Background: an optimization exercise with open tools, aiming at small area. Do not read the settings as production practice.
Only simulation tests tie the RTL to the original design; equivalence was not proved.
Power and IR drop assume default switching activity.

==> flow/design.v <==
module vwi_modem (
    input  logic        clk,
    input  logic        rst,
    input  logic        tick,
    input  logic        rx_in,
    input  logic        cmd_valid,
    input  logic [31:0] cmd_word,
    output logic        cmd_ready,
    output logic        rsp_valid,
    output logic [31:0] rsp_word,
    output logic        tx_out,
    output logic        tx_drive,
    output logic        rx_ready,
    output logic        tx_busy,
    output logic [3:0]  cfg_prescaler_out,
    output logic [15:0] cfg_ticks_out,
    output logic        cfg_ok_out
);
  localparam logic [15:0] CRC_RESIDUE = 16'hF0B8;
  localparam logic [3:0] R_OK     = 4'd0;
  localparam logic [3:0] R_NODATA = 4'd1;
  localparam logic [3:0] R_REJ    = 4'd2;
  localparam logic [3:0] R_CFGF   = 4'd3;
  localparam logic [3:0] R_RANGE  = 4'd4;
  localparam logic [3:0] R_CFG    = 4'd5;
  localparam logic [3:0] R_TX0    = 4'd6;
  localparam logic [3:0] R_TX1    = 4'd7;
  localparam logic [3:0] R_RECV   = 4'd8;
  localparam logic [3:0] R_RXR    = 4'd9;
  localparam logic [3:0] R_RX0    = 4'd10;
  localparam logic [3:0] R_RX1    = 4'd11;
  localparam logic [3:0] R_RX2    = 4'd12;
  localparam logic [3:0] R_RX3    = 4'd13;
  localparam logic [3:0] R_ILL    = 4'd15;
  function automatic logic [5:0] enc4(input logic [3:0] n);
    case (n)
      4'd0:  enc4 = 6'h0D;
      4'd1:  enc4 = 6'h0E;
      4'd2:  enc4 = 6'h13;
      4'd3:  enc4 = 6'h15;
      4'd4:  enc4 = 6'h16;
      4'd5:  enc4 = 6'h19;
      4'd6:  enc4 = 6'h1A;
      4'd7:  enc4 = 6'h1C;
      4'd8:  enc4 = 6'h23;
      4'd9:  enc4 = 6'h25;
      4'd10: enc4 = 6'h26;
      4'd11: enc4 = 6'h29;
      4'd12: enc4 = 6'h2A;
      4'd13: enc4 = 6'h2C;
      4'd14: enc4 = 6'h32;
      default: enc4 = 6'h34;
    endcase
  endfunction
  function automatic logic [3:0] dec6(input logic [5:0] c);
    case (c)
      6'h0D: dec6 = 4'd0;
      6'h0E: dec6 = 4'd1;
      6'h13: dec6 = 4'd2;
      6'h15: dec6 = 4'd3;
      6'h16: dec6 = 4'd4;
      6'h19: dec6 = 4'd5;
      6'h1A: dec6 = 4'd6;
      6'h1C: dec6 = 4'd7;
      6'h23: dec6 = 4'd8;
      6'h25: dec6 = 4'd9;
      6'h26: dec6 = 4'd10;
      6'h29: dec6 = 4'd11;
      6'h2A: dec6 = 4'd12;
      6'h2C: dec6 = 4'd13;
      6'h32: dec6 = 4'd14;
      6'h34: dec6 = 4'd15;
      default: dec6 = 4'd0;
    endcase
  endfunction
  function automatic logic [15:0] crc16(input logic [15:0] crc, input logic [7:0] b);
    logic [15:0] c;
    c = crc ^ {8'h00, b};
    for (int i = 0; i < 8; i++) begin
      if (c[0]) c = (c >> 1) ^ 16'h8408;
      else      c = c >> 1;
    end
    crc16 = c;
  endfunction
  logic        cfg_ok;
  logic [3:0]  cfg_prescaler;
  logic [15:0] cfg_ticks;
  logic [4:0]  div_cnt;        
  logic [1:0]  div_id;
  logic [15:0] div_den, div_rem, div_quo;
  logic        tx_enabled, tx_line;
  logic [5:0]  tx_half;        
  logic [6:0]  tx_index;
  logic [2:0]  tx_bit, tx_sample;
  logic [7:0]  tx_sent;
  logic [15:0] tx_crc;
  logic        rx_enabled, rx_sample, rx_last;
  logic [7:0]  rx_ramp;
  logic [3:0]  rx_integ;
  logic [11:0] rx_bits;
  logic [3:0]  rx_bit_count;
  logic        rx_active, rx_done;
  logic [4:0]  rx_len;
  logic [7:0]  rx_count;
  logic [15:0] rx_crc;
  logic [7:0]  rx_good, rx_bad;
  logic [26:0][7:0] stage;
  logic [26:0][7:0] frame;
  logic [26:0][7:0] rxbuf;     
  logic [26:0][7:0] outbuf;
  logic [4:0]  out_m;          
  logic [4:0]  out_base;       
  logic        rsp_valid_q;
  logic [3:0]  rsp_code;
  logic [4:0]  rsp_idx;
  logic [3:0]  op;
  logic [7:0]  f_idx, f_data;
  logic [15:0] f_rate;
  logic        fmt_n_ok, fmt_c_ok, fmt_b_ok, fmt_l_ok, fmt_i_ok;
  assign op     = cmd_word[31:28];
  assign f_idx  = cmd_word[23:16];
  assign f_data = cmd_word[7:0];
  assign f_rate = cmd_word[15:0];
  assign fmt_n_ok = (cmd_word[27:0] == 28'd0);
  assign fmt_c_ok = (cmd_word[27:16] == 12'd0);
  assign fmt_b_ok = (cmd_word[27:24] == 4'd0) && (cmd_word[15:8] == 8'd0);
  assign fmt_l_ok = (cmd_word[27:8] == 20'd0);
  assign fmt_i_ok = (cmd_word[27:24] == 4'd0) && (cmd_word[15:0] == 16'd0);
  logic is_send_ok;
  assign is_send_ok = (op == 4'h3) && fmt_l_ok && (f_data <= 8'd27);
  assign cmd_ready  = !(is_send_ok && tx_enabled);
  logic cmd_fire;
  assign cmd_fire = cmd_valid && cmd_ready;
  logic [6:0] tx_len;
  logic [7:0] tx_count;
  logic [7:0] tx_pbyte;
  logic [3:0] tx_nib;
  logic [5:0] tx_sym;
  logic       tx_is_pre, tx_is_cnt, tx_is_fcs;
  logic [1:0] fcs_k;
  assign tx_len    = {tx_half, 1'b0};
  assign tx_count  = {2'b00, tx_half} - 8'd4;
  assign tx_is_pre = (tx_index[6:3] == 4'd0);
  assign tx_is_cnt = (tx_index[6:1] == 6'd4);
  assign tx_is_fcs = (tx_index >= tx_len - 7'd4);
  assign fcs_k     = {tx_index[1] ^ tx_half[0], tx_index[0]};
  assign tx_pbyte  = frame[5'(tx_index[5:1] - 5'd5)];
  always_comb begin
    if (tx_is_cnt)      tx_nib = tx_index[0] ? tx_count[7:4] : tx_count[3:0];
    else if (tx_is_fcs) tx_nib = ~tx_crc[4*fcs_k +: 4];
    else                tx_nib = tx_index[0] ? tx_pbyte[7:4] : tx_pbyte[3:0];
    if (tx_is_pre) begin
      case (tx_index[2:0])
        3'd6:    tx_sym = 6'h38;
        3'd7:    tx_sym = 6'h2C;
        default: tx_sym = 6'h2A;
      endcase
    end else begin
      tx_sym = enc4(tx_nib);
    end
  end
  logic        n_cfg_ok;
  logic [3:0]  n_cfg_prescaler;
  logic [15:0] n_cfg_ticks;
  logic [4:0]  n_div_cnt;
  logic [1:0]  n_div_id;
  logic [15:0] n_div_den, n_div_rem, n_div_quo;
  logic        n_tx_enabled, n_tx_line;
  logic [5:0]  n_tx_half;
  logic [6:0]  n_tx_index;
  logic [2:0]  n_tx_bit, n_tx_sample;
  logic [7:0]  n_tx_sent;
  logic [15:0] n_tx_crc;
  logic        n_rx_enabled, n_rx_sample, n_rx_last;
  logic [7:0]  n_rx_ramp;
  logic [3:0]  n_rx_integ;
  logic [11:0] n_rx_bits;
  logic [3:0]  n_rx_bit_count;
  logic        n_rx_active, n_rx_done;
  logic [4:0]  n_rx_len;
  logic [7:0]  n_rx_count;
  logic [15:0] n_rx_crc;
  logic [7:0]  n_rx_good, n_rx_bad;
  logic        rx_push;
  logic [7:0]  rx_byte;
  logic        stage_we;
  logic        frame_load;
  logic        out_load;
  logic [4:0]  n_out_m, n_out_base;
  logic        n_rsp_valid;
  logic [3:0]  n_rsp_code;
  logic [4:0]  n_rsp_idx;
  always_comb begin
    logic [8:0]  ramp1;
    logic [3:0]  integ1;
    logic        d;
    logic [7:0]  b;
    logic        fb;
    logic [16:0] sh;
    logic [16:0] diff;
    logic        qbit;
    logic [7:0]  avail;
    logic [7:0]  m;
    ramp1 = 9'd0;
    integ1 = 4'd0;
    d = 1'b0;
    b = 8'd0;
    fb = 1'b0;
    sh = 17'd0;
    diff = 17'd0;
    qbit = 1'b0;
    avail = 8'd0;
    m = 8'd0;
    n_cfg_ok        = cfg_ok;
    n_cfg_prescaler = cfg_prescaler;
    n_cfg_ticks     = cfg_ticks;
    n_div_cnt       = div_cnt;
    n_div_id        = div_id;
    n_div_den       = div_den;
    n_div_rem       = div_rem;
    n_div_quo       = div_quo;
    n_tx_enabled    = tx_enabled;
    n_tx_line       = tx_line;
    n_tx_half       = tx_half;
    n_tx_index      = tx_index;
    n_tx_bit        = tx_bit;
    n_tx_sample     = tx_sample;
    n_tx_sent       = tx_sent;
    n_tx_crc        = tx_crc;
    n_rx_enabled    = rx_enabled;
    n_rx_sample     = rx_sample;
    n_rx_last       = rx_last;
    n_rx_ramp       = rx_ramp;
    n_rx_integ      = rx_integ;
    n_rx_bits       = rx_bits;
    n_rx_bit_count  = rx_bit_count;
    n_rx_active     = rx_active;
    n_rx_done       = rx_done;
    n_rx_len        = rx_len;
    n_rx_count      = rx_count;
    n_rx_crc        = rx_crc;
    n_rx_good       = rx_good;
    n_rx_bad        = rx_bad;
    rx_push         = 1'b0;
    rx_byte         = 8'd0;
    stage_we        = 1'b0;
    frame_load      = 1'b0;
    out_load        = 1'b0;
    n_out_m         = out_m;
    n_out_base      = out_base;
    n_rsp_valid     = 1'b0;
    n_rsp_code      = rsp_code;
    n_rsp_idx       = rsp_idx;
    if (tick) begin
      if (rx_enabled && !tx_enabled) n_rx_sample = rx_in;
      if (tx_enabled) begin
        if (tx_sample == 3'd0) begin
          if (tx_index >= tx_len) begin
            n_tx_enabled = 1'b0;
            n_tx_sent    = tx_sent + 8'd1;
            n_tx_line    = 1'b0;
          end else begin
            n_tx_line = tx_sym[tx_bit];
            if (!tx_is_pre && !tx_is_fcs && !tx_bit[2]) begin
              fb = tx_crc[0] ^ tx_nib[tx_bit[1:0]];
              n_tx_crc = {fb, tx_crc[15:1]} ^ {1'b0, 4'b0, fb, 6'b0, fb, 3'b0};
            end
            if (tx_bit == 3'd5) begin
              n_tx_bit   = 3'd0;
              n_tx_index = tx_index + 7'd1;
            end else begin
              n_tx_bit = tx_bit + 3'd1;
            end
          end
        end
        n_tx_sample = tx_sample + 3'd1;
      end
      if (rx_enabled && !n_tx_enabled) begin
        integ1 = rx_integ + {3'd0, n_rx_sample};
        if (n_rx_sample != rx_last) begin
          ramp1 = {1'b0, rx_ramp} + ((rx_ramp < 8'd80) ? 9'd11 : 9'd29);
          n_rx_last = n_rx_sample;
        end else begin
          ramp1 = {1'b0, rx_ramp} + 9'd20;
        end
        n_rx_integ = integ1;
        n_rx_ramp  = ramp1[7:0];
        if (ramp1 >= 9'd160) begin
          n_rx_ramp  = 8'(ramp1 - 9'd160);
          d          = (integ1 >= 4'd5);
          n_rx_bits  = {d, rx_bits[11:1]};
          n_rx_integ = 4'd0;
          if (rx_active) begin
            n_rx_bit_count = rx_bit_count + 4'd1;
            if (rx_bit_count == 4'd11) begin
              n_rx_bit_count = 4'd0;
              b = {dec6(n_rx_bits[11:6]), dec6(n_rx_bits[5:0])};
              if (rx_len == 5'd0) n_rx_count = b;
              if (rx_len == 5'd0 && (b < 8'd4 || b > 8'd30)) begin
                n_rx_active = 1'b0;
                n_rx_bad    = rx_bad + 8'd1;
              end else begin
                rx_byte  = b;
                rx_push  = (rx_len != 5'd0) && (rx_len <= 5'd27);
                n_rx_len = rx_len + 5'd1;
                n_rx_crc = crc16(rx_crc, b);
                if ((rx_len != 5'd0) && (n_rx_len == rx_count[4:0])) begin
                  n_rx_active = 1'b0;
                  n_rx_good   = rx_good + 8'd1;
                  n_rx_done   = 1'b1;
                end
              end
            end
          end else if (n_rx_bits == 12'hB38) begin
            n_rx_active    = 1'b1;
            n_rx_bit_count = 4'd0;
            n_rx_len       = 5'd0;
            n_rx_done      = 1'b0;
            n_rx_crc       = 16'hFFFF;
          end
        end
      end
    end
    if (div_cnt != 5'd0) begin
      sh   = {div_rem, div_quo[15]};
      diff = sh - {1'b0, div_den};
      qbit = !diff[16];
      n_div_rem = qbit ? diff[15:0] : sh[15:0];
      n_div_quo = {div_quo[14:0], qbit};
      n_div_cnt = div_cnt - 5'd1;
      if (div_cnt == 5'd1) begin
        n_cfg_ok        = 1'b1;
        n_cfg_prescaler = {2'b00, div_id};
        n_cfg_ticks     = n_div_quo;
        n_rsp_valid     = 1'b1;
        n_rsp_code      = R_CFG;
      end
    end
    if (cmd_fire) begin
      n_rsp_valid = 1'b1;
      n_rsp_code  = R_OK;
      case (op)
        4'h0: if (!fmt_n_ok) n_rsp_code = R_ILL;
        4'h1: begin
          if (!fmt_c_ok) n_rsp_code = R_ILL;
          else if (f_rate == 16'd0) begin
            n_cfg_ok        = 1'b0;
            n_cfg_prescaler = 4'd0;
            n_cfg_ticks     = 16'd0;
            n_rsp_code      = R_CFGF;
          end else begin
            n_rsp_valid = 1'b0;
            n_div_cnt   = 5'd16;
            n_div_rem   = 16'd30;        
            n_div_quo   = 16'h8480;      
            if (f_rate >= 16'd31) begin
              n_div_id  = 2'd1;
              n_div_den = f_rate;
            end else if (f_rate >= 16'd4) begin
              n_div_id  = 2'd2;
              n_div_den = {f_rate[12:0], 3'b000};
            end else begin
              n_div_id  = 2'd3;
              n_div_den = {f_rate[9:0], 6'b000000};
            end
          end
        end
        4'h2: begin
          if (!fmt_b_ok) n_rsp_code = R_ILL;
          else if (f_idx >= 8'd27) n_rsp_code = R_RANGE;
          else stage_we = 1'b1;
        end
        4'h3: begin
          if (!fmt_l_ok) n_rsp_code = R_ILL;
          else if (f_data > 8'd27) n_rsp_code = R_REJ;
          else begin
            frame_load   = 1'b1;
            n_tx_half    = 6'(f_data) + 6'd7;
            n_tx_index   = 7'd0;
            n_tx_bit     = 3'd0;
            n_tx_sample  = 3'd0;
            n_tx_enabled = 1'b1;
            n_tx_crc     = 16'hFFFF;
          end
        end
        4'h4: begin
          if (!fmt_i_ok) n_rsp_code = R_ILL;
          else if (f_idx == 8'd0) n_rsp_code = R_TX0;
          else if (f_idx == 8'd1) n_rsp_code = R_TX1;
          else n_rsp_code = R_RANGE;
        end
        4'h5: begin
          if (!fmt_n_ok) n_rsp_code = R_ILL;
          else if (!n_rx_enabled) begin
            n_rx_enabled = 1'b1;
            n_rx_active  = 1'b0;
          end
        end
        4'h6: begin
          if (!fmt_n_ok) n_rsp_code = R_ILL;
          else n_rx_enabled = 1'b0;
        end
        4'h7: begin
          if (!fmt_l_ok) n_rsp_code = R_ILL;
          else if (!n_rx_done) n_rsp_code = R_NODATA;
          else begin
            avail = {3'd0, n_rx_len} - 8'd3;
            m = (f_data < avail) ? f_data : avail;
            out_load   = 1'b1;
            n_out_m    = m[4:0];
            n_out_base = (rx_len >= 5'd28) ? 5'd26 : rx_len - 5'd2;
            n_rx_done  = 1'b0;
            n_rsp_code = R_RECV;
          end
        end
        4'h8: begin
          if (!fmt_i_ok) n_rsp_code = R_ILL;
          else if (f_idx >= 8'd27) n_rsp_code = R_RANGE;
          else if (f_idx[4:0] < out_m) begin
            n_rsp_code = R_RXR;
            n_rsp_idx  = out_base - f_idx[4:0];
          end
        end
        4'h9: begin
          if (!fmt_i_ok) n_rsp_code = R_ILL;
          else if (f_idx == 8'd0) n_rsp_code = R_RX0;
          else if (f_idx == 8'd1) n_rsp_code = R_RX1;
          else if (f_idx == 8'd2) n_rsp_code = R_RX2;
          else if (f_idx == 8'd3) n_rsp_code = R_RX3;
          else n_rsp_code = R_RANGE;
        end
        4'hA: begin
          if (!fmt_n_ok) n_rsp_code = R_ILL;
          else n_rsp_code = R_CFG;
        end
        default: n_rsp_code = R_ILL;
      endcase
    end
  end
  always_ff @(posedge clk) begin
    if (rst) begin
      cfg_ok        <= 1'b0;
      cfg_prescaler <= 4'd0;
      cfg_ticks     <= 16'd0;
      div_cnt       <= 5'd0;
      tx_enabled    <= 1'b0;
      tx_line       <= 1'b0;
      tx_half       <= 6'd0;
      tx_index      <= 7'd0;
      tx_bit        <= 3'd0;
      tx_sample     <= 3'd0;
      tx_sent       <= 8'd0;
      rx_enabled    <= 1'b0;
      rx_sample     <= 1'b0;
      rx_last       <= 1'b0;
      rx_ramp       <= 8'd0;
      rx_integ      <= 4'd0;
      rx_bits       <= 12'd0;
      rx_bit_count  <= 4'd0;
      rx_active     <= 1'b0;
      rx_done       <= 1'b0;
      rx_len        <= 5'd0;
      rx_count      <= 8'd0;
      rx_crc        <= 16'hFFFF;
      rx_good       <= 8'd0;
      rx_bad        <= 8'd0;
      out_m         <= 5'd0;
      rsp_valid_q   <= 1'b0;
    end else begin
      cfg_ok        <= n_cfg_ok;
      cfg_prescaler <= n_cfg_prescaler;
      cfg_ticks     <= n_cfg_ticks;
      div_cnt       <= n_div_cnt;
      tx_enabled    <= n_tx_enabled;
      tx_line       <= n_tx_line;
      tx_half       <= n_tx_half;
      tx_index      <= n_tx_index;
      tx_bit        <= n_tx_bit;
      tx_sample     <= n_tx_sample;
      tx_sent       <= n_tx_sent;
      rx_enabled    <= n_rx_enabled;
      rx_sample     <= n_rx_sample;
      rx_last       <= n_rx_last;
      rx_ramp       <= n_rx_ramp;
      rx_integ      <= n_rx_integ;
      rx_bits       <= n_rx_bits;
      rx_bit_count  <= n_rx_bit_count;
      rx_active     <= n_rx_active;
      rx_done       <= n_rx_done;
      rx_len        <= n_rx_len;
      rx_count      <= n_rx_count;
      rx_crc        <= n_rx_crc;
      rx_good       <= n_rx_good;
      rx_bad        <= n_rx_bad;
      out_m         <= n_out_m;
      rsp_valid_q   <= n_rsp_valid;
    end
  end
  always_ff @(posedge clk) begin
    div_id   <= n_div_id;
    div_den  <= n_div_den;
    div_rem  <= n_div_rem;
    div_quo  <= n_div_quo;
    tx_crc   <= n_tx_crc;
    out_base <= n_out_base;
    rsp_code <= n_rsp_code;
    rsp_idx  <= n_rsp_idx;
  end
  always_ff @(posedge clk) begin
    for (int k = 0; k < 27; k++) begin
      if (rst || (stage_we && f_idx[4:0] == 5'(k)))
        stage[k] <= rst ? 8'd0 : f_data;
    end
  end
  always_ff @(posedge clk) begin
    if (frame_load) frame <= stage;
  end
  always_ff @(posedge clk) begin
    if (rx_push) rxbuf <= {rxbuf[25:0], rx_byte};
    if (out_load) outbuf <= rxbuf;
  end
  logic [27:0] rsp_data;
  always_comb begin
    case (rsp_code)
      R_CFG:  rsp_data = {7'd0, cfg_ok, cfg_prescaler, cfg_ticks};
      R_TX0:  rsp_data = {5'd0, tx_index, tx_sent, tx_sample, tx_bit, tx_line, tx_enabled};
      R_TX1:  rsp_data = {21'd0, tx_len};
      R_RECV: rsp_data = {19'd0, (rx_crc == CRC_RESIDUE), 3'd0, out_m};
      R_RXR:  rsp_data = {20'd0, outbuf[rsp_idx]};
      R_RX0:  rsp_data = {4'd0, rx_bad, rx_good, 5'd0, rx_done, rx_active, rx_enabled};
      R_RX1:  rsp_data = {rx_bits, 4'd0, rx_integ, rx_ramp};
      R_RX2:  rsp_data = {6'd0, rx_sample, rx_last, rx_bit_count, rx_count, 3'd0, rx_len};
      R_RX3:  rsp_data = {11'd0, (rx_crc == CRC_RESIDUE), rx_crc};
      default: rsp_data = 28'd0;
    endcase
  end
  assign rsp_valid         = rsp_valid_q;
  assign rsp_word          = {(rsp_code <= R_RANGE || rsp_code == R_ILL) ? rsp_code : 4'h0, rsp_data};
  assign tx_out            = tx_line;
  assign tx_drive          = tx_enabled;
  assign rx_ready          = rx_done;
  assign tx_busy           = tx_enabled;
  assign cfg_prescaler_out = cfg_prescaler;
  assign cfg_ticks_out     = cfg_ticks;
  assign cfg_ok_out        = cfg_ok;
endmodule
==> flow/run.sh <==
#!/bin/bash
# synth_recipe.tcl (not shown) runs the flow's synth.tcl, then flattens the netlist and writes it again
# the make line also repeats each setting of config.mk as NAME=value (left out here)
make -C /OpenROAD-flow-scripts/flow DESIGN_CONFIG=/design/flow/config.mk WORK_HOME=/design/flow/orfs CLKGATE_MAP_FILE= SYNTH_SCRIPT=/design/flow/synth_recipe.tcl finish
==> flow/config.mk <==
export PLATFORM = sky130hd
export DESIGN_NAME = vwi_modem
export DESIGN_NICKNAME = vwi_modem
export VERILOG_FILES = /design/flow/design.v
export SDC_FILE = /design/flow/constraint.sdc
export NUM_CORES = 4
export LEC_CHECK = 0
export CAP_MARGIN = 20
export CORE_MARGIN = 2
export CORE_UTILIZATION = 40
export PLACE_DENSITY = 0.6
export SLEW_MARGIN = 20
==> flow/constraint.sdc <==
create_clock -name core_clock -period 30.0 [get_ports {clk}]
set_input_delay 6.0000 -clock core_clock [delete_from_list [all_inputs] [get_ports {clk}]]
set_output_delay 6.0000 -clock core_clock [all_outputs]
set_load 0.01 [all_outputs]
==> results of run 1 <==
[worst max-delay path: cells and delay by family]
| family | cells | cell delay [ns] |
|---|---|---|
| buffers and inverters | 2 | 0.91 |
| and+or+nand+nor | 6 | 2.01 |
[sequential cells by signal, summed over array words and instances (netlist names), 216 cells and up, named ones only]
register  count
frame       216
outbuf      216
rxbuf       216
stage       216
[metrics by stage]
stage | util | total power (W)
floorplan | - | 0.00193
global placement | 0.427 | 0.00201
detailed placement | 0.427 | 0.00201
CTS | 0.462 | 0.00344
global route | 0.462 | 0.00354
finish | 0.462 | 0.00341
[how the worst max path moves through the flow]
stage | end | slack (ns) | depth (start not counted)
finish | cmd_ready | 15.08 | 8
CTS | cmd_ready | 15.12 | 8
global route | cmd_ready | 14.84 | 8
global placement | cmd_ready | 15.16 | 8
floorplan | rxbuf[0] | 0.13 | 12
detailed placement | cmd_ready | 15.13 | 8
[final cells by class]
type / count / area (µm²) / area share
clock buffer: 129 / 2800 / 0.0557
multi-input combinational: 1628 / 12300 / 0.244
clock inverter: 68 / 981 / 0.0195
inverter: 100 / 383 / 0.00761
tap: 1414 / 1770 / 0.0352
sequential: 1087 / 30700 / 0.611
timing repair buffer: 149 / 1370 / 0.0271
[cell families after synthesis]
logic type / after synthesis
muxes: 179
AOI/OAI and AO/OA: 466
DFF: 1087
adders and majority gates: 92
xor gates and xnor gates: 106
and+or+nand+nor: 785
buffers and inverters: 249
[cells in the mapped netlist, drive strengths merged, types with 5 or more instances]
master,number,share of area
nor2b,27,0.0039
buf,25,0.0030
edfxtp,896,0.61
xor2,51,0.010
nor2,175,0.015
nand2,296,0.025
o31ai,8,0.0014
nand2b,24,0.0034
nor3b,9,0.0017
a31oi,15,0.0021
mux2i,49,0.011
or2,9,0.0013
o21ai,99,0.011
nor4,16,0.0028
inv,99,0.0085
nand3b,5,0.00086
a21o,14,0.0024
a221oi,6,0.0012
mux2,11,0.0028
nand4,20,0.0029
o22ai,6,0.0010
and4,5,0.0010
a222oi,15,0.0034
a21boi,7,0.0012
ha,88,0.025
a21oi,114,0.013
clkbuf,124,0.011
a22oi,41,0.0070
nand3,81,0.0092
o21a,14,0.0024
nor3,57,0.0066
and2,16,0.0023
xnor2,55,0.011
a311oi,9,0.0018
o2111ai,7,0.0014
dfxtp,191,0.087
o211ai,39,0.0067
mux4,119,0.061
and3,13,0.0019
a211oi,22,0.0039
or3,18,0.0026
[metal layers]
layer	routed length (µm)	vias to the layer above
met2	46100	664
met5	9	-
met1	44100	12400
li1	-	11500
met3	4950	146
met4	2390	2
[where the power goes]
part	leakage [nW]	total (W)	switching [W]	internal (W)
Clock	1.83	0.00143	0.000584	0.000843
Sequential	8.28	0.00171	0.0000302	0.00168
Combinational	5.13	0.000271	0.000160	0.000111
==> summary.txt, run 1 <==
- The number of nets in the synthesized netlist is 3092.
- For this run the aggregate overflow at the end of global routing stands at 0.
- TritonCTS built the clock tree.
- The path class of the tightest hold or removal check is flop to flop.
- The first detailed-routing pass took 6 iterations.
- The clock sink count is 1087.
- STA classifies the critical path endpoint as a primary output.
- The total routing usage reported by global routing is 0.172.
- Of the cells placed in the final design, the portion with a size suffix greater than 1 is 0.125.
- The highest ir drop seen on vdd is 0.0000498 V.
- The final weighted congestion in routability-driven placement is 0.899.
- The post-detailed-route wirelength per cell is 21.3 µm.
- In this run the power density over the cells is 67.7 nW/µm².
- Setup slack on the critical path of the routed design comes to 15.08 ns.
- The floorplan die width is 335 µm.
- In the final design database the tool counted 3201 nets.
- Counting I/O delays and the setup requirement, the final critical path takes 14.92 ns.
- The final number of hold-violating endpoints is 0.
- The global-route track usage on met2 is 0.276.
- The worst-path maximum fanout is 4.
- The area fraction in compound gates after synthesis was 0.0708.
- The first global-routing pass estimated 148000 µm of wire.
- The synthesized design contains 1087 register bits.
- STA puts the critical path data required time at 24.00 ns.
- The post-layout instance area is 50300 µm².
- Clock tree synthesis inserted a total of 107 buffers.
- The commonest register cell after synthesis is sky130_fd_sc_hd__edfxtp_1.
- The arrival time reported for the critical path endpoint is 8.92 ns.
- The clock transition time at the flip-flop clock pins of the worst setup and hold paths is 0.06 ns.
- The number of setup violations in the final report is 0.
- The largest incremental delay on the critical path is 0.64 ns.
- Measured against the total synthesized area, the mux share comes to 0.0751.
- In this run, placement finished with an instance count of 4378.
- The count of nets left with antenna violations once routing finished came out at 0.
- Gates resized during post-CTS repair numbered 0.
- For this run, the number of Yosys warnings is 1.
- The busiest metal layer after global routing is met2.
- Leaving out fill and tap cells, the most frequent cell in the layout is sky130_fd_sc_hd__edfxtp_1.
- The die covers 112000 µm².
- The pin count of the biggest net entering global routing is 93.
- The clock insertion delay at the later pin of the skew report is 0.71 ns.
- STA classifies the critical path startpoint as an input pin.
- The path with the worst hold slack has its endpoint at frame[106].
- The netlist area before placement is 43900 µm².
- The initial utilization of the core area, before any placement, comes to 0.403.
- The proportion of register bits with asynchronous set or reset after synthesis is 0.
- The run finished with no timing, DRC or antenna violations.
- For this block, the initial DRC count from the detailed router was 2359.
- The H-tree was split into 3 levels.
- The transition time at the pin with the least slew margin is 1.12 ns.
- In this run the vertical extent of the chip is 335 µm.
- The worst hold path passes through 0 cells.
- The number of buffer cells added on primary ports is 95.
- Setup repair after global routing left no endpoint under its margin.
- The cell repeated most along the worst path is sky130_fd_sc_hd__clkdlybuf4s50_1.
- The count of flip-flops with a built-in enable after synthesis is 896.
- The setup TNS is 0 ns.
- The total via count in the routed design is 24.7k.
- Using the TritonRoute via totals, the vias-per-cell ratio works out to 5.40.
- The instance area after placement is 46500 µm².
- The startpoint identified for the worst hold timing path is stage[106].
- The via count of the first global-routing pass is 24.1k.
- The sum of net half-perimeters after detailed placement is 62100 µm.
- Synthesis produced 2964 cells.
- For this run, design rule violations remaining after detail routing come to 0.
- The capturing point of the worst reg2reg path is outbuf[122].
- The fill cell instance count of the final layout is 9408.
- Of the synthesized area, sequential elements account for 0.700.
- The analysis attributes to cell leakage a power of 15.2 nW.
- The floorplan row count is 121.
- The fraction of the mapped netlist area in adder cells is 0.0267.
- The worst register-to-register path has a setup slack of 23.03 ns.
- The longest clock path from root to sink contains 3 buffers.
- For this block, the routed nets add up to 97500 µm of wire.
- The top cell types in the final layout, fill and taps aside, are sky130_fd_sc_hd__edfxtp_1 (896), sky130_fd_sc_hd__nand2_1 (295), sky130_fd_sc_hd__dfxtp_1 (190).
- The post-route clock skew is 0.0643 ns.
- The critical setup path kind is input pin to primary output.
- Of the total synthesized cell area, the portion taken by XOR and XNOR cells is 0.0215.
- The origin of the critical flop-to-flop path is tx_index[1].
- The floorplan core area is 109000 µm².
- The worst reg2reg path depth is 16.
- Max-cap violations in this run came to 0.
- The finished layout holds 4575 standard cells, fillers aside.
- For this run, global-route usage on met1 was measured as 0.240.
- The number of antenna diodes in the final layout is 0.
- The number of slew-limit violations in the final report is 0.
- The number of buffers added to fix hold violations after cts is 0.
- The global routing met3 resource utilization is 0.0259.
- The number of different library cells in the post-synthesis netlist is 90.
- At the placement stage, the worst setup path has a slack of 15.13 ns.
- The max-slew headroom at the worst pin is 0.245.
- The beginning of the critical path is cmd_word[25].
- The worst hold slack is 0.387 ns.
- The number of post-CTS setup repair buffers is 0.
- From synthesis to final layout, the design area changed by 14.6%.
- Among all stages on the critical path, the largest delay is contributed by sky130_fd_sc_hd__or4_1.
- Of the total synthesized cell area, the portion taken by AND, OR, NAND and NOR gates is 0.0833.
- The average instance area after synthesis is 14.8 µm².
- The number of antenna violations at the first check in global routing is 1.
- The cell at the root of the clock tree is sky130_fd_sc_hd__clkbuf_16.
- The combinational family with the most area after synthesis is simple AND/OR/NAND/NOR gates.
- Pin placement for this block handled 96 I/O pins.
- Traced cell by cell, the critical path runs through clkdlybuf4s50_1 -> or4_1 -> or3_1 -> nor4_2 -> nand3_1 -> nor2b_1 -> nand2_1 -> clkdlybuf4s50_1.
- The portion of the clock cycle consumed by the worst path in the final layout is 0.497.
- Timing would allow up to 67.0 MHz.
==> run 2: changes to the inputs <==
--- a/flow/design.v
+++ b/flow/design.v
@@ -32,46 +32,17 @@
   localparam logic [3:0] R_RX2    = 4'd12;
   localparam logic [3:0] R_RX3    = 4'd13;
   localparam logic [3:0] R_ILL    = 4'd15;
+  localparam logic [95:0] ENC_TAB = {
+    6'h34, 6'h32, 6'h2C, 6'h2A, 6'h29, 6'h26, 6'h25, 6'h23,
+    6'h1C, 6'h1A, 6'h19, 6'h16, 6'h15, 6'h13, 6'h0E, 6'h0D
+  };
   function automatic logic [5:0] enc4(input logic [3:0] n);
-    case (n)
-      4'd0:  enc4 = 6'h0D;
-      4'd1:  enc4 = 6'h0E;
-      4'd2:  enc4 = 6'h13;
-      4'd3:  enc4 = 6'h15;
-      4'd4:  enc4 = 6'h16;
-      4'd5:  enc4 = 6'h19;
-      4'd6:  enc4 = 6'h1A;
-      4'd7:  enc4 = 6'h1C;
-      4'd8:  enc4 = 6'h23;
-      4'd9:  enc4 = 6'h25;
-      4'd10: enc4 = 6'h26;
-      4'd11: enc4 = 6'h29;
-      4'd12: enc4 = 6'h2A;
-      4'd13: enc4 = 6'h2C;
-      4'd14: enc4 = 6'h32;
-      default: enc4 = 6'h34;
-    endcase
+    enc4 = ENC_TAB[6*n +: 6];
   endfunction
   function automatic logic [3:0] dec6(input logic [5:0] c);
-    case (c)
-      6'h0D: dec6 = 4'd0;
-      6'h0E: dec6 = 4'd1;
-      6'h13: dec6 = 4'd2;
-      6'h15: dec6 = 4'd3;
-      6'h16: dec6 = 4'd4;
-      6'h19: dec6 = 4'd5;
-      6'h1A: dec6 = 4'd6;
-      6'h1C: dec6 = 4'd7;
-      6'h23: dec6 = 4'd8;
-      6'h25: dec6 = 4'd9;
-      6'h26: dec6 = 4'd10;
-      6'h29: dec6 = 4'd11;
-      6'h2A: dec6 = 4'd12;
-      6'h2C: dec6 = 4'd13;
-      6'h32: dec6 = 4'd14;
-      6'h34: dec6 = 4'd15;
-      default: dec6 = 4'd0;
-    endcase
+    dec6 = 4'd0;
+    for (int k = 0; k < 16; k++)
+      dec6 = dec6 | ((c == ENC_TAB[6*k +: 6]) ? 4'(k) : 4'd0);
   endfunction
   function automatic logic [15:0] crc16(input logic [15:0] crc, input logic [7:0] b);
     logic [15:0] c;
@@ -86,7 +57,6 @@
   logic [3:0]  cfg_prescaler;
   logic [15:0] cfg_ticks;
   logic [4:0]  div_cnt;        
-  logic [1:0]  div_id;
   logic [15:0] div_den, div_rem, div_quo;
   logic        tx_enabled, tx_line;
   logic [5:0]  tx_half;        
@@ -105,11 +75,16 @@
   logic [15:0] rx_crc;
   logic [7:0]  rx_good, rx_bad;
   logic [26:0][7:0] stage;
-  logic [26:0][7:0] frame;
-  logic [26:0][7:0] rxbuf;     
+  logic [26:0][7:0] txring;    
+  logic [4:0]  tx_q;
+  logic [7:0]  tx_nb;          
+  logic [3:0]  tx_cn;          
+  logic [26:0][7:0] rxring;    
+  logic [4:0]  ring_ph;
+  logic [7:0]  rx_pend;        
   logic [26:0][7:0] outbuf;
   logic [4:0]  out_m;          
-  logic [4:0]  out_base;       
+  logic [4:0]  out_ph;         
   logic        rsp_valid_q;
   logic [3:0]  rsp_code;
   logic [4:0]  rsp_idx;
@@ -133,22 +108,23 @@
   assign cmd_fire = cmd_valid && cmd_ready;
   logic [6:0] tx_len;
   logic [7:0] tx_count;
-  logic [7:0] tx_pbyte;
-  logic [3:0] tx_nib;
   logic [5:0] tx_sym;
-  logic       tx_is_pre, tx_is_cnt, tx_is_fcs;
+  logic       tx_is_pre, tx_is_data;
+  logic [6:0] tx_next;         
+  logic [3:0] tx_next_nib;     
   logic [1:0] fcs_k;
-  assign tx_len    = {tx_half, 1'b0};
-  assign tx_count  = {2'b00, tx_half} - 8'd4;
-  assign tx_is_pre = (tx_index[6:3] == 4'd0);
-  assign tx_is_cnt = (tx_index[6:1] == 6'd4);
-  assign tx_is_fcs = (tx_index >= tx_len - 7'd4);
-  assign fcs_k     = {tx_index[1] ^ tx_half[0], tx_index[0]};
-  assign tx_pbyte  = frame[5'(tx_index[5:1] - 5'd5)];
+  logic [4:0] tx_nb_idx;       
+  assign tx_len     = {tx_half, 1'b0};
+  assign tx_count   = {2'b00, tx_half} - 8'd4;
+  assign tx_is_pre  = (tx_index[6:3] == 4'd0);
+  assign tx_is_data = !tx_is_pre && (tx_index < tx_len - 7'd4);
+  assign tx_next    = tx_index + 7'd1;
+  assign fcs_k      = {tx_next[1] ^ tx_half[0], tx_next[0]};
+  assign tx_nb_idx  = tx_next[5:1] - 5'd5;
   always_comb begin
-    if (tx_is_cnt)      tx_nib = tx_index[0] ? tx_count[7:4] : tx_count[3:0];
-    else if (tx_is_fcs) tx_nib = ~tx_crc[4*fcs_k +: 4];
-    else                tx_nib = tx_index[0] ? tx_pbyte[7:4] : tx_pbyte[3:0];
+    if (tx_next[6:1] == 6'd4)         tx_next_nib = tx_next[0] ? tx_count[7:4] : tx_count[3:0];
+    else if (tx_next >= tx_len - 7'd4) tx_next_nib = ~tx_crc[4*fcs_k +: 4];
+    else                              tx_next_nib = tx_next[0] ? tx_nb[7:4] : tx_nb[3:0];
     if (tx_is_pre) begin
       case (tx_index[2:0])
         3'd6:    tx_sym = 6'h38;
@@ -156,14 +132,13 @@
         default: tx_sym = 6'h2A;
       endcase
     end else begin
-      tx_sym = enc4(tx_nib);
+      tx_sym = enc4(tx_cn);
     end
   end
   logic        n_cfg_ok;
   logic [3:0]  n_cfg_prescaler;
   logic [15:0] n_cfg_ticks;
   logic [4:0]  n_div_cnt;
-  logic [1:0]  n_div_id;
   logic [15:0] n_div_den, n_div_rem, n_div_quo;
   logic        n_tx_enabled, n_tx_line;
   logic [5:0]  n_tx_half;
@@ -185,8 +160,10 @@
   logic [7:0]  rx_byte;
   logic        stage_we;
   logic        frame_load;
+  logic        tx_cn_load;
   logic        out_load;
-  logic [4:0]  n_out_m, n_out_base;
+  logic [4:0]  n_out_m, n_out_ph;
+  logic [5:0]  rxr_pos;
   logic        n_rsp_valid;
   logic [3:0]  n_rsp_code;
   logic [4:0]  n_rsp_idx;
@@ -215,7 +192,6 @@
     n_cfg_prescaler = cfg_prescaler;
     n_cfg_ticks     = cfg_ticks;
     n_div_cnt       = div_cnt;
-    n_div_id        = div_id;
     n_div_den       = div_den;
     n_div_rem       = div_rem;
     n_div_quo       = div_quo;
@@ -245,9 +221,11 @@
     rx_byte         = 8'd0;
     stage_we        = 1'b0;
     frame_load      = 1'b0;
+    tx_cn_load      = 1'b0;
     out_load        = 1'b0;
     n_out_m         = out_m;
-    n_out_base      = out_base;
+    n_out_ph        = out_ph;
+    rxr_pos         = 6'd0;
     n_rsp_valid     = 1'b0;
     n_rsp_code      = rsp_code;
     n_rsp_idx       = rsp_idx;
@@ -261,13 +239,14 @@
             n_tx_line    = 1'b0;
           end else begin
             n_tx_line = tx_sym[tx_bit];
-            if (!tx_is_pre && !tx_is_fcs && !tx_bit[2]) begin
-              fb = tx_crc[0] ^ tx_nib[tx_bit[1:0]];
+            if (tx_is_data && !tx_bit[2]) begin
+              fb = tx_crc[0] ^ tx_cn[tx_bit[1:0]];
               n_tx_crc = {fb, tx_crc[15:1]} ^ {1'b0, 4'b0, fb, 6'b0, fb, 3'b0};
             end
             if (tx_bit == 3'd5) begin
               n_tx_bit   = 3'd0;
-              n_tx_index = tx_index + 7'd1;
+              n_tx_index = tx_next;
+              tx_cn_load = 1'b1;
             end else begin
               n_tx_bit = tx_bit + 3'd1;
             end
@@ -301,7 +280,7 @@
                 n_rx_bad    = rx_bad + 8'd1;
               end else begin
                 rx_byte  = b;
-                rx_push  = (rx_len != 5'd0) && (rx_len <= 5'd27);
+                rx_push  = 1'b1;
                 n_rx_len = rx_len + 5'd1;
                 n_rx_crc = crc16(rx_crc, b);
                 if ((rx_len != 5'd0) && (n_rx_len == rx_count[4:0])) begin
@@ -330,7 +309,7 @@
       n_div_cnt = div_cnt - 5'd1;
       if (div_cnt == 5'd1) begin
         n_cfg_ok        = 1'b1;
-        n_cfg_prescaler = {2'b00, div_id};
+        n_cfg_prescaler = (div_den >= 16'd31) ? 4'd1 : (div_den >= 16'd4) ? 4'd2 : 4'd3;
         n_cfg_ticks     = n_div_quo;
         n_rsp_valid     = 1'b1;
         n_rsp_code      = R_CFG;
@@ -351,17 +330,16 @@
           end else begin
             n_rsp_valid = 1'b0;
             n_div_cnt   = 5'd16;
-            n_div_rem   = 16'd30;        
-            n_div_quo   = 16'h8480;      
+            n_div_den   = f_rate;
             if (f_rate >= 16'd31) begin
-              n_div_id  = 2'd1;
-              n_div_den = f_rate;
+              n_div_rem = 16'd30;        
+              n_div_quo = 16'h8480;
             end else if (f_rate >= 16'd4) begin
-              n_div_id  = 2'd2;
-              n_div_den = {f_rate[12:0], 3'b000};
+              n_div_rem = 16'd3;         
+              n_div_quo = 16'hD090;
             end else begin
-              n_div_id  = 2'd3;
-              n_div_den = {f_rate[9:0], 6'b000000};
+              n_div_rem = 16'd0;         
+              n_div_quo = 16'h7A12;
             end
           end
         end
@@ -408,7 +386,7 @@
             m = (f_data < avail) ? f_data : avail;
             out_load   = 1'b1;
             n_out_m    = m[4:0];
-            n_out_base = (rx_len >= 5'd28) ? 5'd26 : rx_len - 5'd2;
+            n_out_ph   = ring_ph;
             n_rx_done  = 1'b0;
             n_rsp_code = R_RECV;
           end
@@ -418,7 +396,8 @@
           else if (f_idx >= 8'd27) n_rsp_code = R_RANGE;
           else if (f_idx[4:0] < out_m) begin
             n_rsp_code = R_RXR;
-            n_rsp_idx  = out_base - f_idx[4:0];
+            rxr_pos    = {1'b0, f_idx[4:0]} + {1'b0, out_ph};
+            n_rsp_idx  = (rxr_pos >= 6'd27) ? 5'(rxr_pos - 6'd27) : rxr_pos[4:0];
           end
         end
         4'h9: begin
@@ -466,6 +445,7 @@
       rx_bad        <= 8'd0;
       out_m         <= 5'd0;
       rsp_valid_q   <= 1'b0;
+      ring_ph       <= 5'd0;
     end else begin
       cfg_ok        <= n_cfg_ok;
       cfg_prescaler <= n_cfg_prescaler;
@@ -494,15 +474,15 @@
       rx_bad        <= n_rx_bad;
       out_m         <= n_out_m;
       rsp_valid_q   <= n_rsp_valid;
+      ring_ph       <= (ring_ph == 5'd26) ? 5'd0 : ring_ph + 5'd1;
     end
   end
   always_ff @(posedge clk) begin
-    div_id   <= n_div_id;
     div_den  <= n_div_den;
     div_rem  <= n_div_rem;
     div_quo  <= n_div_quo;
     tx_crc   <= n_tx_crc;
-    out_base <= n_out_base;
+    out_ph   <= n_out_ph;
     rsp_code <= n_rsp_code;
     rsp_idx  <= n_rsp_idx;
   end
@@ -513,11 +493,22 @@
     end
   end
   always_ff @(posedge clk) begin
-    if (frame_load) frame <= stage;
+    if (frame_load) begin
+      txring <= stage;
+      tx_q   <= 5'd26;
+    end else begin
+      txring <= {txring[25:0], txring[26]};
+      tx_q   <= (tx_q == 5'd0) ? 5'd26 : tx_q - 5'd1;
+    end
+    if (tx_q == tx_nb_idx) tx_nb <= txring[26];
+    if (tx_cn_load) tx_cn <= tx_next_nib;
   end
+  logic rx_commit;
+  assign rx_commit = ({1'b0, rx_len} + {1'b0, ring_ph}) == 6'd28;
   always_ff @(posedge clk) begin
-    if (rx_push) rxbuf <= {rxbuf[25:0], rx_byte};
-    if (out_load) outbuf <= rxbuf;
+    if (rx_push) rx_pend <= rx_byte;
+    rxring <= {rxring[25:0], rx_commit ? rx_pend : rxring[26]};
+    if (out_load) outbuf <= rxring;
   end
   logic [27:0] rsp_data;
   always_comb begin
--- a/flow/config.mk
+++ b/flow/config.mk
@@ -7,6 +7,9 @@
 export LEC_CHECK = 0
 export CAP_MARGIN = 20
 export CORE_MARGIN = 2
-export CORE_UTILIZATION = 40
-export PLACE_DENSITY = 0.6
+export CORE_UTILIZATION = 60
+export CTS_BUF_LIST = sky130_fd_sc_hd__clkbuf_16
+export CTS_CLUSTER_DIAMETER = 100
+export CTS_CLUSTER_SIZE = 25
+export PLACE_DENSITY = 0.7
 export SLEW_MARGIN = 20
==> run 2 against run 1 <==
Synthesized cell count is 22% higher; highest routed layer is now met4; combinational power is 6% higher; area after synthesis is 4.6% lower; die area is 36% lower; cell count is 0.74% higher; largest cell class unchanged; critical endpoint unchanged; clock skew is 0.032 ns lower; sequential share of layout area is 1.3 points lower; cell area is 10% lower.
==> summary.txt, run 2 <==
- The area enclosed by the die boundary is 71900 µm² (-36%).
- Setup repair after global routing left no endpoint under its margin.
- The CTS H-tree depth is 2 (-1).
- The combinational group share of total power came to 0.105 (+0.026).
- The final antenna-violating net count is 0 (unchanged).
- The combined area of the multi-input logic cells is 13800 µm² (+13%).
- The dominant cell by count in the synthesized netlist is sky130_fd_sc_hd__nand2_1.
- The total area of sequential cells is 27100 µm² (-12%).
- The run finished with no timing, DRC or antenna violations.
- The design internal power is 0.00207 W (-22%).
- The top-area cell type share of the netlist area is 0.346 (-0.267).
- The clock sink count is 1111 (+2.2%).
- The max-slew headroom at the worst pin is 0.181 (-0.0638).
- The largest incremental delay on the critical path was 0.79 ns (+0.15 ns).
- The highest ir drop seen on vdd was 0.000111 V (+120%).
- The average instance area after synthesis is 11.6 µm² (-22%).
- The via count of the first global-routing pass is 25.9k (+7.4%).
- The total power per unit cell area came to 60.2 nW/µm² (-11%).
- The largest total area in the synthesized netlist belongs to sky130_fd_sc_hd__edfxtp_1.
- The worst-case setup slack after placement is 14.75 ns (-0.378 ns).
- The number of violations of the max-capacitance limit came to 0 (unchanged).
- The portion of the clock cycle consumed by the worst path in the final layout came to 0.512 (+0.0143).
- The number of post-CTS setup repair buffers is 0 (unchanged).
- The register area share after synthesis is 0.647 (-0.0535).
- The critical setup path kind is input pin to primary output.
- The final number of hold-violating endpoints is 0 (unchanged).
- The static leakage is 17.3 nW (+13%).
- The number of nets in the synthesized netlist was 3750 (+21%).
- The number of detailed-routing iterations run before antenna repair was 9 (+3).
- Ranked by instance count, the synthesized netlist is headed by sky130_fd_sc_hd__nand2_1 (900), sky130_fd_sc_hd__dfxtp_1 (629), sky130_fd_sc_hd__edfxtp_1 (482).
- The number of top-level pins was 96 (unchanged).
- The critical path startpoint category is an input pin.
- The overall overflow remaining after global route was 0 (unchanged).
- The switching power share of the total came to 0.242 (+0.0145).
- The fill cell instance count of the final layout is 5256 (-44%).
- The post-detailed-route wirelength per cell came to 20.4 µm (-4.3%).
- The arrival time reported for the critical path endpoint was 9.35 ns (+0.43 ns).
- The nature of the critical path endpoint is a primary output.
- The min-delay analysis places its worst path in the category flop to flop.
- The floorplan row count came to 96 (-21%).
- On the critical path, the stage with the largest delay is an instance of sky130_fd_sc_hd__nor4_2.
- The share of cells above drive strength 1 is 0.0655 (-0.0594).
- The worst-path maximum fanout is 8 (+4).
- The initial core utilization is 0.608 (+0.205).
- The post-detailed-route DRC marker count is 0 (unchanged).
- The global-route wire length before repair came to 146000 µm (-1.2%).
- The floorplan core area is 68800 µm² (-37%).
- The initial DRC count is 2394 (+1.5%).
- The maximum number of buffers from clock root to sink is 3 (unchanged).
- The share of total power in sequential cells is 0.608 (+0.106).
- Traced cell by cell, the critical path runs through clkdlybuf4s50_1 -> nor4_1 -> nand2_1 -> nor4_2 -> nand2_1 -> nor2_1 -> nand3_1 -> clkdlybuf4s50_1.
- The routed via count divided by cell count is 5.76 (+6.7%).
- In the post-synthesis netlist, the biggest area contributors are sky130_fd_sc_hd__edfxtp_1 (35%), sky130_fd_sc_hd__dfxtp_1 (30%), sky130_fd_sc_hd__nand2_1 (8.1%).
- The pin count of the biggest net entering global routing came to 243 (+160%).
- The diode insertion count for antenna repair is 0 (unchanged).
- In the synthesized netlist the dominant register cell turns out to be sky130_fd_sc_hd__dfxtp_1.
- The number of buffer cells added on primary ports is 95 (unchanged).
- The TritonCTS clock tree is built.
- The tree is rooted in a sky130_fd_sc_hd__clkbuf_16.
- The worst path setup slack after routing is 14.65 ns (-0.430 ns).
- The maximum operating frequency was 65.2 MHz (-2.8%).
- The gate count after technology mapping is 3615 (+22%).
- The number of setup violations in the final report is 0 (unchanged).
- The total number of nets in the final design came to 3770 (+18%).
- The netlist area before placement was 41800 µm² (-4.6%).
- The setup TNS came to 0 ns (unchanged).
- The number of buffers added by the clock tree synthesis step came to 51 (-52%).
- The total number of yosys warnings is 1 (unchanged).
- The total via count in the routed design is 26.6k (+7.5%).
- The clock transition time at the flip-flop clock pins of the worst setup and hold paths is 0.09 ns (+0.03 ns).
- The number of buffers added to fix hold violations after cts is 0 (unchanged).
- The number of cells upsized or downsized after cts came to 0 (unchanged).
- The proportion of register bits with asynchronous set or reset after synthesis is 0 (unchanged).
- The number of slew-limit violations in the final report is 0 (unchanged).
- The floorplan die width was 268 µm (-20%).
- The proportion of power drawn by the clock network came to 0.287 (-0.132).
- The number of antenna violations at the first check in global routing came to 1 (unchanged).
- The number of different library cells in the post-synthesis netlist is 92 (+2.2%).
- The post-route clock skew came to 0.0322 ns (-0.0321 ns).
- The transition time at the pin with the least slew margin is 1.23 ns (+0.104 ns).
- The clock insertion delay at the later pin of the skew report came to 0.65 ns (-0.06 ns).
- The count of flip-flops with a built-in enable after synthesis is 482 (-46%).
- The most common library cell in the layout ignoring fill and taps is sky130_fd_sc_hd__nand2_1.
- The routed wire length was 94100 µm (-3.5%).
- The clock period minus final worst setup slack is 15.35 ns (+0.430 ns).
- The total routing usage reported by global routing was 0.262 (+0.0902).
- The synthesized flop and latch total was 1111 (+2.2%).
- The net load switching power is 0.000659 W (-15%).
- The library cells used most frequently in the layout, excluding fill and tap cells, are sky130_fd_sc_hd__nand2_1 (900), sky130_fd_sc_hd__dfxtp_1 (629), sky130_fd_sc_hd__edfxtp_1 (482).
- The sum of net half-perimeters after detailed placement was 64100 µm (+3.2%).
- The final weighted congestion in routability-driven placement is 0.919 (+2.2%).
- The area growth from synthesis to layout is 8.22%.
- The worst path required time is 24.00 ns (about the same).
- The chip height is 268 µm (-20%).
==> run 2: changes by cell type in the layout (fill, tap and decap cells not counted), moves of 15 or more <==
cell,change
sky130_fd_sc_hd__nand2_1,+605
sky130_fd_sc_hd__dfxtp_1,+439
sky130_fd_sc_hd__edfxtp_1,-414
sky130_fd_sc_hd__mux4_2,-58
sky130_fd_sc_hd__clkbuf_16,-56
sky130_fd_sc_hd__o21ai_0,+31
sky130_fd_sc_hd__inv_1,+27
sky130_fd_sc_hd__clkinv_2,-21
sky130_fd_sc_hd__bufinv_16,-20
sky130_fd_sc_hd__clkbuf_1,-19
sky130_fd_sc_hd__nand3_1,-18
sky130_fd_sc_hd__clkinv_1,-15
==> run 2: worst paths after layout <==
| path | from | endpoint | slack (ns) | cells past startpoint |
|---|---|---|---|---|
| worst min-delay path | rxring[121] | rxring[129] | 0.34 | 0 |
| worst max-delay path | cmd_word[8] | cmd_ready | 14.65 | 8 |
| worst min register to register | rxring[121] | rxring[129] | 0.34 | 0 |
| worst max register to register | rx_enabled | out_m[1] | 22.55 | 23 |
==> run 2: power groups by stage <==
stage,logic (W),registers [W],clock network [W]
4_1_cts,0.000285,0.00166,0.000799
3_3_place_gp,0.000273,0.00169,0
6_report,0.000286,0.00166,0.000782
5_1_grt,0.000318,0.00166,0.000851
2_1_floorplan,0.000202,0.00168,0
3_5_place_dp,0.000283,0.00169,0
==> run 2: per-layer routing <==
metal | wire (µm) | vias up | GRT usage
met5 | 0 | - | 0
li1 | - | 12700 | -
met2 | 44200 | 758 | 0.429
met1 | 41800 | 13000 | 0.366
met3 | 5150 | 156 | 0.0310
met4 | 2980 | 0 | 0.0852
==> run 2: final cells by class <==
| cell class | count | share of cell area |
|---|---|---|
| clock buffers | 52 | 0.0287 |
| clock inverters | 44 | 0.00533 |
| multi-input cells | 2237 | 0.305 |
| repair buffers | 149 | 0.0302 |
| inverters | 85 | 0.00705 |
| well taps | 931 | 0.0257 |
| flip-flops and latches | 1111 | 0.598 |
==> run 2: worst max-delay path, delay by kind of cell <==
kind | cells | cell delay, ns
buffers and inverters | 2 | 0.99
and+or+nand+nor | 6 | 2.34
==> run 2: cell families (layout without fill, tap and decap cells) <==
family / after synthesis / count (layout) / share of synthesized area
simple gates: 1392 / 1392 / 0.145
flops: 1111 / 1111 / 0.647
compound gates: 490 / 490 / 0.0768
buf+inv: 267 / 330 / 0.0249
mux: 132 / 132 / 0.0502
xor+xnor: 125 / 125 / 0.0262
fa+ha+maj: 98 / 98 / 0.0300
==> run 2: through the flow <==
| step | area (µm²) | hold slack, ns | total power [W] | util | std cells |
|---|---|---|---|---|---|
| floorplan | 41800 | 0.327 | 0.00188 | - | 3615 |
| global placement | 43700 | 0.329 | 0.00196 | 0.635 | 4513 |
| detailed placement | 43700 | 0.333 | 0.00197 | 0.635 | 4513 |
| CTS | 45300 | 0.337 | 0.00274 | 0.658 | 4609 |
| global route | 45300 | 0.356 | 0.00283 | 0.658 | 4609 |
| finish | 45300 | 0.343 | 0.00273 | 0.658 | 4609 |
==> run 3: changes to the inputs <==
==> flow/flow/run.sh (new file) <==
#!/bin/bash
# Own layout flow: the standard flow (standard.sh) with three changes.
#  1. Synthesis: the standard synthesis script, except that ABC maps the
#     logic with an area-oriented script (flow/abc_area.script) instead of
#     ORFS's delay-oriented one. Registers are mapped before ABC runs, so they
#     are the standard synthesis's; this script checks that against a run of
#     the standard synthesis (flow/same_regs.py) and falls back to the
#     standard netlist on any difference.
#  2. Port buffers are sky130_fd_sc_hd__buf_1 (every port still gets one).
#  3. CTS: clkbuf_16 on clusters of up to 25 sinks, without dummy loads.
# Each tool's output goes to its own log file in the work folder.
set -uo pipefail
W=$PWD
RES=$W/orfs/results/sky130hd/vwi_modem/base

# 1a. standard synthesis, kept for reference
bash $W/standard.sh synth > $W/synth_standard.log 2>&1 || exit 1
cp $RES/1_2_yosys.v $W/std_netlist.v
mkdir -p $W/std_results
cp $RES/1_* $W/std_results/

# 1b. synthesis with the area-oriented ABC script
sed "s|^source \$::env(SCRIPTS_DIR)/synth_preamble.tcl|source \$::env(SCRIPTS_DIR)/synth_preamble.tcl\nset abc_args [lreplace \$abc_args 1 1 $W/flow/abc_area.script]|" \
  $FLOW_HOME/scripts/synth.tcl > $W/synth_area_core.tcl
sed "s|source \$::env(SCRIPTS_DIR)/synth.tcl|source $W/synth_area_core.tcl|" \
  $W/synth_recipe.tcl > $W/synth_area.tcl
rm -f $RES/1_2_yosys.v $RES/1_2_yosys.sdc $RES/1_synth.odb $RES/1_synth.sdc
if bash $W/standard.sh SYNTH_SCRIPT=$W/synth_area.tcl synth > $W/synth_area.log 2>&1 \
   && python3 $W/flow/same_regs.py $W/std_netlist.v $RES/1_2_yosys.v > $W/same_regs.log 2>&1; then
  echo "area synthesis used"
else
  echo "area synthesis not used; standard synthesis restored"
  cp $W/std_results/1_* $RES/
fi

# 2, 3. the rest of the standard flow
bash $W/standard.sh \
  "BUFFER_PORTS_ARGS=-buffer_cell sky130_fd_sc_hd__buf_1" \
  "CTS_ARGS=-sink_clustering_enable -repair_clock_nets -buf_list sky130_fd_sc_hd__clkbuf_16 -sink_clustering_size 25 -sink_clustering_max_diameter 100 -dont_use_dummy_load" \
  finish > $W/layout.log 2>&1 || exit 1
test -f $W/out/final.def
==> flow/flow/abc_area.script (new file) <==
strash
dc2
dch -f
amap
strash
dc2
dch -f
amap
==> flow/flow/same_regs.py (new file) <==
# Exit 0 if two flat netlists have the same flip-flops: instance names and
# cell types (drive strength aside).
import re, sys

def regs(path):
    text = open(path).read()
    out = {}
    for cell, inst in re.findall(r'^\s*(sky130_fd_sc_hd__\w+)\s+(\S+)\s*\(', text, re.M):
        base = re.sub(r'_\d+$', '', cell[len('sky130_fd_sc_hd__'):])
        if re.match(r'(e|s)?df|dl', base):
            out[inst] = base
    return out

a, b = regs(sys.argv[1]), regs(sys.argv[2])
print(len(a), "registers in the standard netlist,", len(b), "in the area netlist")
if a != b:
    print("differ:", sorted(set(a.items()) ^ set(b.items()))[:20])
    sys.exit(1)
print("same registers")
==> flow/standard.sh (new file) <==
#!/bin/bash
# synth_recipe.tcl (not shown) runs the flow's synth.tcl, then flattens the netlist and writes it again
# the make line also repeats each setting of config.mk as NAME=value (left out here)
make -C /OpenROAD-flow-scripts/flow DESIGN_CONFIG=/design/flow/config.mk WORK_HOME=/design/flow/orfs CLKGATE_MAP_FILE= SYNTH_SCRIPT=/design/flow/synth_recipe.tcl "${@:-finish}"
--- a/flow/config.mk
+++ b/flow/config.mk
@@ -8,8 +8,5 @@
 export CAP_MARGIN = 20
 export CORE_MARGIN = 2
 export CORE_UTILIZATION = 60
-export CTS_BUF_LIST = sky130_fd_sc_hd__clkbuf_16
-export CTS_CLUSTER_DIAMETER = 100
-export CTS_CLUSTER_SIZE = 25
 export PLACE_DENSITY = 0.7
 export SLEW_MARGIN = 20
removed: flow/run.sh
==> run 3 against run 2 <==
Largest power group unchanged; register-to-register slack worse by 2.9 ns; non-clock buffer count up 3; global-route usage up 1.5 points; total power down 1.3%; area after synthesis down 6.7%.
==> summary.txt, run 3 <==
- The number of violations of the max-capacitance limit is 0 (unchanged).
- The dominant cell by count in the synthesized netlist is sky130_fd_sc_hd__dfxtp_1.
- The area growth from synthesis to layout is 8.41%.
- The number of nets in the synthesized netlist is 3205 (-15%).
- The multiplexer area fraction after synthesis was 0 (-0.0502).
- The floorplan row count is 93 (-3.1%).
- Clock tree synthesis selected as its root buffer the cell sky130_fd_sc_hd__clkbuf_16.
- The sum of net half-perimeters after detailed placement is 61700 µm (-3.9%).
- The max-slew headroom at the worst pin came to 0.287 (+0.106).
- The cell repeated most along the worst path is sky130_fd_sc_hd__clkinv_1.
- The via count of the first global-routing pass came to 25.0k (-3.4%).
- The pin count of the biggest net entering global routing is 217 (-11%).
- The final weighted congestion in routability-driven placement is 0.974 (+5.9%).
- The count of flip-flops with a built-in enable after synthesis is 482 (unchanged).
- The floorplan die width is 259 µm (-3.3%).
- After synthesis, the most frequently instantiated cells are sky130_fd_sc_hd__dfxtp_1 (629), sky130_fd_sc_hd__edfxtp_1 (482), sky130_fd_sc_hd__nor2_1 (331).
- The post-layout instance area is 42300 µm² (-6.5%).
- STA classifies the critical path startpoint as an input pin.
- The maximum number of buffers from clock root to sink is 3 (unchanged).
- The synthesized design spends more area on one cell type than any other, namely sky130_fd_sc_hd__edfxtp_1.
- The total number of yosys warnings is 1 (unchanged).
- The static leakage was 14.8 nW (-14%).
- The most common library cell in the layout ignoring fill and taps is sky130_fd_sc_hd__dfxtp_1.
- The number of setup violations in the final report is 0 (unchanged).
- The final number of hold-violating endpoints was 0 (unchanged).
- The overall overflow remaining after global route came to 0 (unchanged).
- The clock sink count came to 1111 (unchanged).
- The maximum operating frequency is 67.0 MHz (+2.8%).
- The proportion of register bits with asynchronous set or reset after synthesis is 0 (unchanged).
- The number of slew-limit violations in the final report was 0 (unchanged).
- The gate count after technology mapping came to 3070 (-15%).
- The critical setup path kind is input pin to flop.
- The number of top-level pins is 96 (unchanged).
- The post-detailed-route DRC marker count is 0 (unchanged).
- The routed wire length came to 93400 µm (-0.74%).
- The average instance area after synthesis is 12.7 µm² (+9.9%).
- The final antenna-violating net count is 0 (unchanged).
- The netlist area before placement is 39000 µm² (-6.7%).
- The number of different library cells in the post-synthesis netlist is 53 (-42%).
- The arrival time reported for the critical path endpoint is 15.49 ns (+6.14 ns).
- The share of cells above drive strength 1 was 0.0407 (-0.0249).
- The total power consumption of the routed design is 0.00269 W (-1.3%).
- The fraction of the mapped netlist area in adder cells is 0.0322 (+0.00214).
- The portion of the clock cycle consumed by the worst path in the final layout is 0.498 (-0.0138).
- The initial DRC count is 2564 (+7.1%).
- The number of cells upsized or downsized after cts is 0 (unchanged).
- The routed via count divided by cell count is 6.33 (+9.9%).
- The transition time at the pin with the least slew margin is 1.07 ns (-0.159 ns).
- The synthesized flop and latch total is 1111 (unchanged).
- The commonest register cell after synthesis is sky130_fd_sc_hd__dfxtp_1.
- The post-detailed-route wirelength per cell is 22.6 µm (+11%).
- The number of post-CTS setup repair buffers was 0 (unchanged).
- In this design, the largest share of critical-path delay is due to compound AO/OA/AOI/OAI gates.
- The worst-path maximum fanout is 28 (+20).
- The number of detailed-routing iterations run before antenna repair is 7 (-2).
- The setup TNS is 0 ns (unchanged).
- The highest-delay cell along the critical path is sky130_fd_sc_hd__clkinv_1.
- The highest ir drop seen on vdd came to 0.0000835 V (-25%).
- The total power per unit cell area was 63.6 nW/µm² (+5.6%).
- The largest incremental delay on the critical path was 0.99 ns (+0.20 ns).
- The CTS H-tree depth is 2 (unchanged).
- The total number of nets in the final design was 3408 (-9.6%).
- The buffers plus inverters on the worst setup path was 8 (+6).
- The TritonCTS clock tree is built.
- The synthesized-area fraction occupied by xor and xnor cells was 0.000449 (-0.0257).
- The number of buffers added to fix hold violations after cts is 0 (unchanged).
- The initial core utilization came to 0.607 (-0.00100).
- The post-route clock skew is 0.0908 ns (+0.0586 ns).
- The nature of the critical path endpoint is a flop.
- The clock insertion delay at the later pin of the skew report is 0.65 ns (about the same).
- The number of buffers added by the clock tree synthesis step is 51 (unchanged).
- The fill cell instance count of the final layout is 4724 (-10%).
- The final standard cell utilization of the core is 0.658 (about the same).
- The floorplan core area is 64300 µm² (-6.5%).
- The clock transition time at the flip-flop clock pins of the worst setup and hold paths is 0.10 ns (about the same).
- The flow ran to the end and the layout has no timing, DRC or antenna violations.
- The number of antenna violations at the first check in global routing is 1 (unchanged).
- The instance area after placement is 41000 µm² (-6.2%).
- The number of buffer cells added on primary ports is 95 (unchanged).
- The post-synthesis share of cell area spent on and, or, nand and nor gates is 0.0710 (-0.0739).
- Setup repair after global routing left no endpoint under its margin.
- The total via count in the routed design is 26.1k (-1.6%).
- The chip height is 259 µm (-3.3%).
- The register area share after synthesis is 0.693 (+0.0462).
- The library cells used most frequently in the layout, excluding fill and tap cells, are sky130_fd_sc_hd__dfxtp_1 (629), sky130_fd_sc_hd__edfxtp_1 (482), sky130_fd_sc_hd__nor2_1 (322).
- The area fraction in compound gates after synthesis is 0.178 (+0.101).
- The min-delay analysis places its worst path in the category flop to flop.
- The global-route wire length before repair was 144000 µm (-0.86%).
- The worst hold slack is 0.296 ns (-0.0466 ns).
- The clock period minus final worst setup slack is 14.93 ns (-0.414 ns).
- The area enclosed by the die boundary is 67100 µm² (-6.6%).
- By area, the combinational part of the netlist is dominated by compound AO/OA/AOI/OAI gates.
- The top-area cell type share of the netlist area is 0.371 (+0.0247).
- Yosys attributes the largest share of cell area to sky130_fd_sc_hd__edfxtp_1 (37%), sky130_fd_sc_hd__dfxtp_1 (32%), sky130_fd_sc_hd__a22o_1 (5.3%).
- The total routing usage reported by global routing is 0.276 (+0.0146).
- The worst path required time is 30.55 ns (+6.55 ns).
run 3: final timing paths:
check / start / endpoint / cells after the start / slack [ns]
hold reg to reg: rxring[164] / rxring[172] / 0 / 0.30
setup reg to reg: rx_enabled / out_m[1] / 35 / 19.68
setup / recovery: rx_in / out_m[1] / 34 / 15.07
hold / removal: rxring[164] / rxring[172] / 0 / 0.30
run 3: metal layers:
layer	vias up	global-route usage	routed length (µm)
met4	0	0.103	3540
li1	12100	-	-
met2	998	0.434	42600
met1	12800	0.396	40900
met3	199	0.0368	6380
met5	-	0	0
run 3: kinds of logic (layout without fill, tap and decap cells):
| family | Yosys count | in the layout |
|---|---|---|
| flops | 1111 | 1111 |
| compound gates | 959 | 959 |
| buf+inv | 260 | 461 |
| xor+xnor | 2 | 2 |
| fa+ha+maj | 98 | 98 |
| simple gates | 640 | 640 |
| other cells | 0 | 1 |
run 3: final cells by class:
| type | count | area (µm²) | share of cell area |
|---|---|---|---|
| Clock buffer | 51 | 1280 | 0.0301 |
| Timing Repair Buffer | 152 | 826 | 0.0195 |
| Multi-Input combinational cell | 1699 | 11100 | 0.262 |
| Inverter | 258 | 981 | 0.0232 |
| Antenna cell | 1 | 2.50 | 0.0000591 |
| Sequential cell | 1111 | 27100 | 0.639 |
| Tap cell | 855 | 1070 | 0.0253 |
run 3: through the flow:
| step | worst slack [ns] | std cells |
|---|---|---|
| finish | 15.07 | 4127 |
| global route | 13.73 | 4126 |
| CTS | 15.28 | 4126 |
| detailed placement | 14.67 | 4075 |
| global placement | 15.16 | 4074 |
| floorplan | 7.59 | 3070 |
run 3: where the power goes:
group	leakage, nW	switching, W	total [W]	internal, W
clock	0.628	0.000431	0.000735	0.000304
combinational	4.56	0.000175	0.000281	0.000106
sequential	9.65	0.0000409	0.00167	0.00163
total	14.8	0.000647	0.00269	0.00204

static timing again, ports no longer ideal:
In the flow no input, the clock included, has a driving cell. The finished layouts below were timed again as built, in two steps.
Step 1 (the two cells are an assumption about what drives the block):
set clk [get_ports {clk}]
set_driving_cell -lib_cell sky130_fd_sc_hd__clkbuf_16 $clk
set_driving_cell -lib_cell sky130_fd_sc_hd__buf_2 [delete_from_list [all_inputs] $clk]
Step 2 moves the port delays by t, midway between the first and last clock arrival at a register: inputs arrive t later, outputs are due t later. That takes back most of the time a late clock gives input paths.
Slacks: no drivers / after step 1 / after step 2; pairs: no drivers / after step 1.
run	t, ns	setup slack, ns	slew at the worst register clock pin (ns)
run 1	0.756	15.082 / 15.053 / 15.053	0.07 / 0.07
run 2	0.697	14.653 / 14.633 / 14.633	0.11 / 0.11
run 3	0.672	15.066 / 15.076 / 14.404	0.10 / 0.10
After both steps every run listed still meets setup and hold. The setup slack of run 3, which loses most, moves by +0.010 ns with the drivers and by -0.662 ns with both steps.
